Source: an optimization exercise on an open RTL-to-GDS flow (aim: small area, a short achievable clock period and few clock cycles per item). Production flows keep margins and buffers that such runs may drop. The RTL was checked by simulation tests, not by an equivalence proof against the original design.

## flow/design.v (module list and top-level ports; edited modules follow where they fit)
// module yuv2rgb: 1138 lines
// module fa: 4 lines
// module ha: 4 lines
// module ao: 3 lines
// module aoa: 4 lines
// module aoi: 4 lines
// module aoig: 3 lines
// module oai: 4 lines
// module oaig: 3 lines
module yuv2rgb (
    input  wire       clk,
    input  wire       rst,
    input  wire       in_valid,
    output wire       in_ready,
    input  wire [7:0] in_y,
    input  wire [7:0] in_u,
    input  wire [7:0] in_v,
    output wire       out_valid,
    input  wire       out_ready,
    output wire [7:0] out_r,
    output wire [7:0] out_g,
    output wire [7:0] out_b,
    output wire [7:0] out_luma
);
  // ...
==> flow/flow/run.sh <==
#!/bin/bash
# Standard ORFS layout (the standard.sh) with two changes in how it is made:
#  - the port buffers buffer_ports inserts are sky130_fd_sc_hd__buf_1 cells
#    (every input and output port still gets its own buffer);
#  - timing repair is asked to leave 11.0 ns of setup slack at the design's
#    16 ns clock, so the resizer works on the critical paths.
# Clock period, I/O constraints and all other steps are the standard ones.
set -euo pipefail
export BUFFER_PORTS_ARGS="-buffer_cell sky130_fd_sc_hd__buf_1"
bash standard.sh SETUP_SLACK_MARGIN=11.8 finish > standard_flow.log 2>&1
==> flow/standard.sh <==
#!/bin/bash
# synth_recipe.tcl (not shown) runs the flow's synth.tcl, then flattens the netlist and writes it again
# the make line also repeats each setting of config.mk as NAME=value (left out here)
make -C /OpenROAD-flow-scripts/flow DESIGN_CONFIG=/design/flow/config.mk WORK_HOME=/design/flow/orfs CLKGATE_MAP_FILE= SYNTH_SCRIPT=/design/flow/synth_recipe.tcl "${@:-finish}"
==> flow/config.mk <==
export PLATFORM = sky130hd
export DESIGN_NAME = yuv2rgb
export DESIGN_NICKNAME = yuv2rgb
export VERILOG_FILES = /design/flow/design.v
export SDC_FILE = /design/flow/constraint.sdc
export NUM_CORES = 4
export LEC_CHECK = 0
export CAP_MARGIN = 20
export CORE_MARGIN = 2
export CORE_UTILIZATION = 40
export SLEW_MARGIN = 20
export SYNTH_HIERARCHICAL = 1
export SYNTH_MINIMUM_KEEP_SIZE = 0
export TNS_END_PERCENT = 10
==> flow/constraint.sdc <==
create_clock -name core_clock -period 16.0 [get_ports {clk}]
set_input_delay 3.2000 -clock core_clock [delete_from_list [all_inputs] [get_ports {clk}]]
set_output_delay 3.2000 -clock core_clock [all_outputs]
set_load 0.01 [all_outputs]
==> out/summary.txt, run 1 <==
Status = finished clean
Routed wl met2 = 13,890 µm
Max stage delay on crit path = 0.56 ns
Most common cell after layout, fill and taps aside = fa_1
Post-synth EDFFs = 80
Total number of vias = 7,794
Most frequent cells in the layout = fa_1 (230), inv_1 (117), ha_1 (103), buf_4 (87), a21o_1 (81)
Clk_buf instances = 10
Global routing usage on met1 = 26.85%
P&R area growth vs syn = 16.79%
HP Class = flop to flop
Multi-input logic area = 9120 µm²
Crit path launch type = flop
Worst r2r src = s1_u[6]
Fin crit period = 4.489 ns
Non-clock buffering overhead = 7.108%
Met3 usage = 4.173%
Die height = 179.8 µm
Worst setup margin = 11.51 ns
FF+latch count, synth = 108
Post-Route WL = 29,650 µm
CTS Buffer Depth = 2
Avg Vias per Cell = 4.977
R2R cell count = 13
Share of the synthesized area in the top cell type = 38.39%
CTS Sinks = 108
Layout fillers = 2,728
WL per Instance = 18.93 µm
Max cap viols = 0
Worst Tran Pin Value = 0.7851 ns
Worst Hold Depth = 2
Sequential element share of the synthesized area = 23.97%
Initial Util = 40.51%
DIE AREA = 32,320 µm²
Predominant post-synthesis flop cell = edfxtp_1
Netlist cell types = 36
Top Usage Layer GRT = met2
Ant. Diodes = 0
Util after Layout = 47.31%
Testbench counts, summed over its fixed seeds: cycles 16,024, items 16,000.
==> run 2, diff against run 1 <==
--- a/flow/flow/run.sh
+++ b/flow/flow/run.sh
@@ -8,3 +8,3 @@
 set -euo pipefail
 export BUFFER_PORTS_ARGS="-buffer_cell sky130_fd_sc_hd__buf_1"
-bash standard.sh SETUP_SLACK_MARGIN=11.8 finish > standard_flow.log 2>&1
+bash standard.sh SETUP_SLACK_MARGIN=11.95 finish > standard_flow.log 2>&1
==> out/summary.txt, run 2 <==
WL per Instance = 18.36 µm (-3.0%)
Die Wd = 179.8 µm
Post-synth EDFFs = 80 (unchanged)
Die height = 179.8 µm (unchanged)
Clock latency on the worst-skew pair = 0.37 ns
Share of cells above drive strength 1 = 23.05%
Vias in the first global route = 8,459
First-pass GRT wire length = 46,810 µm
WP data arrival = 4.65 ns
Ports = 62
Antenna viol nets, final = 0
Predominant post-synthesis flop cell = edfxtp_1
Avg Vias per Cell = 4.954 (-0.46%)
Fmax = 0.2198 GHz
Final Max Tran Viols = 0
CTS Buf Count = 9
Hold Slack = 0.4543 ns
Mapped cell area = 12,360 µm²
Worst Path Max Fanout = 7
Ant. Diodes = 0 (unchanged)
Hpwl dp = 22,050 µm
Setup CP Type = flop to flop
Avg Cell Area, Syn = 12.42 µm²
Post-Route WL = 28,940 µm (-2.4%)
Clock root cell = clkbuf_16
Share of the synthesized area in the top cell type = 38.39% (unchanged)
Placed cells = 1,453
Crit path launch type = flop
Nets = 1,553
Most frequent cells in the layout = fa_1 (228), inv_1 (117), ha_1 (101), buf_4 (94)
Final hold vios = 0
HP Class = flop to flop
Initial Util = 40.51% (unchanged)
Setup TNS = 0 ns
Worst-case clock skew = 0.02189 ns
Async SR Flop Fraction = 0%
Synth warn = 7
Post-Synthesis Cells = 995
Total number of vias = 7,808 (+0.18%)
Cell Chain, Critical Path = buf_4 -> buf_6 -> fa_1 -> fa_1 -> fa_1 -> fa_2 -> ha_4 -> and2_4 -> a21o_1 -> a21o_4 -> a21o_1 -> o21ai_4 -> inv_2 -> o22ai_1 -> a221oi_1
P&R area growth vs syn = 18.60%
Largest net degree at the start of global routing = 59
Dominant cell type by area after synthesis = fa_1
Initial antenna violation count = 0
Tcrit/Tclk final = 28.43%
Netlist cell types = 36 (unchanged)
Main area contributors after synthesis = fa_1 (38%), edfxtp_1 (19%), ha_1 (11%)
Reg2reg setup slack = 11.45 ns
Critical Path Most Common Cell = fa_1
Sequential element share of the synthesized area = 23.97% (unchanged)
Most common cell after layout, fill and taps aside = fa_1
Worst endpoint required time = 16.10 ns
FF+latch count, synth = 108 (unchanged)
CTS tree = done
GR Util All Layers = 18.80%
Count of input and output buffers = 61
Slowest cell on crit path = fa_2
CTS Buffer Depth = 2 (unchanged)
DR pass1 iterations = 5
Max stage delay on crit path = 0.62 ns (+0.06 ns)
Unrepaired setup endpoints after global routing = true
Status = finished clean
Clock-pin slew on the worst setup and hold paths = 0.09 ns
Worst Tran Pin Value = 0.7500 ns (-0.03509 ns)
DIE AREA = 32,320 µm² (unchanged)
Top cells by count, synth = fa_1 (237), inv_1 (134), ha_1 (113)
Total gr overflow = 0
Fin crit period = 4.549 ns (+0.06010 ns)
CTS Sinks = 108 (unchanged)
Setup violations, final = 0
Rel. slew slack = 50.00%
DRC viols = 0
Non-Filler Instances = 1,576
Rows = 64
Starting DRT DRC Count = 487
H-Tree Depth = 3
Setup crit end kind = flop
Final GP Congestion = 0.8744
Max cap viols = 0 (unchanged)
Most frequent cell after synthesis = fa_1
Core area = 30,510 µm²
-- run 2: cell counts after synthesis --
No cell type changed its count.
-- run 2: path summary, 6_finish.rpt --
check                  to  depth (start not counted)     from
setup / recovery  s2_g[0]                         15  s1_u[5]
hold / removal       s3_v                          2     s2_v
setup reg to reg  s2_g[0]                         15  s1_u[5]
hold reg to reg      s3_v                          2     s2_v
-- run 2: area by class of cell --
| cell class | count | area, µm² |
|---|---|---|
| fill | 2739 | 15850 |
| multi-input combinational | 750 | 9224 |
| sequential | 108 | 2963 |
| timing repair buffer | 170 | 1112 |
| inverter | 136 | 551.8 |
| tap | 396 | 495.5 |
| clock buffer | 9 | 225.2 |
| clock inverter | 7 | 86.33 |
-- run 2: metrics by stage --
stage	utilization [%]	setup slack (ns)	cell area (µm²)
after floorplan	-	11.62	12450
after global placement	43.08	10.91	13140
after detailed placement	43.08	10.88	13140
after CTS	46.82	11.51	14290
after global routing	48.04	11.35	14660
final	48.04	11.45	14660
-- run 2: logic make-up (layout without fill, tap and decap cells) --
logic type               Yosys count  count (layout)  synth area share [%]
adder cells (fa/ha/maj)          350             350                 49.83
AND/OR/NAND/NOR                  174             174                 7.593
AO/OA/AOI/OAI                    152             152                 8.646
buffers and inverters            140             322                 4.414
flip-flops                       108             108                 23.97
XOR/XNOR                          45              45                 3.250
multiplexers                      25              25                 2.268
other                              1               4               0.03034
-- run 2: per-module statistics from Yosys, one instance, submodules excluded, excerpt --
module | times used | flip-flops and latches | cells | area (µm²)
aoi | 8 | 0 | 2 | 12.51
fa | 237 | 0 | 1 | 20.02
oaig | 2 | 0 | 1 | 5.005
ao | 28 | 0 | 1 | 7.507
aoig | 2 | 0 | 1 | 8.758
aoa | 54 | 0 | 2 | 13.76
-- run 2: timing repair --
action                     in CTS  in global routing
setup buffers                  83                 24
pin swaps                      44                 18
hold buffers                    0                  0
resized for setup              63                 32
setup endpoints to repair     124                124
-- run 2: layer usage --
metal / track usage, % / share of wire [%]
met3: 2.877 / 5.1
met2: 30.79 / 48
met5: 0 / 0
met1: 26.73 / 45
met4: 3.675 / 1.1
-- run 2: critical path, delay by kind of cell (launching register included) --
family	cells	cell delay [ns]
compound gates	6	1.03
fa+ha+maj	5	2.27
buf+inv	3	0.39
flops	1	0.46
simple gates	1	0.13

==> port drivers added, routing unchanged <==
How much do the figures lean on ideal ports? The routed layouts below were timed once more, with nothing changed but the port constraints.
Step 1 sets driving cells, clkbuf_16 on the clock port and buf_2 on the other inputs (assumed; they add their load-dependent delay and slew).
Step 2 also shifts input and output timing later by t, the mid clock arrival at the registers, as if the neighbouring blocks saw the same clock.
a / b / c = ideal ports / drivers / drivers and shift; a / b = the first two.
run	shift t [ns]	setup slack, ns	cell pins on the clock port's net
run 1	0.418	11.511 / 11.511 / 11.511	1
run 2	0.405	11.451 / 11.451 / 11.276	1
After both steps every run listed still meets setup and hold. The setup slack of run 2, which loses most, moves by 0.000 ns with the drivers and by -0.175 ns with both steps.
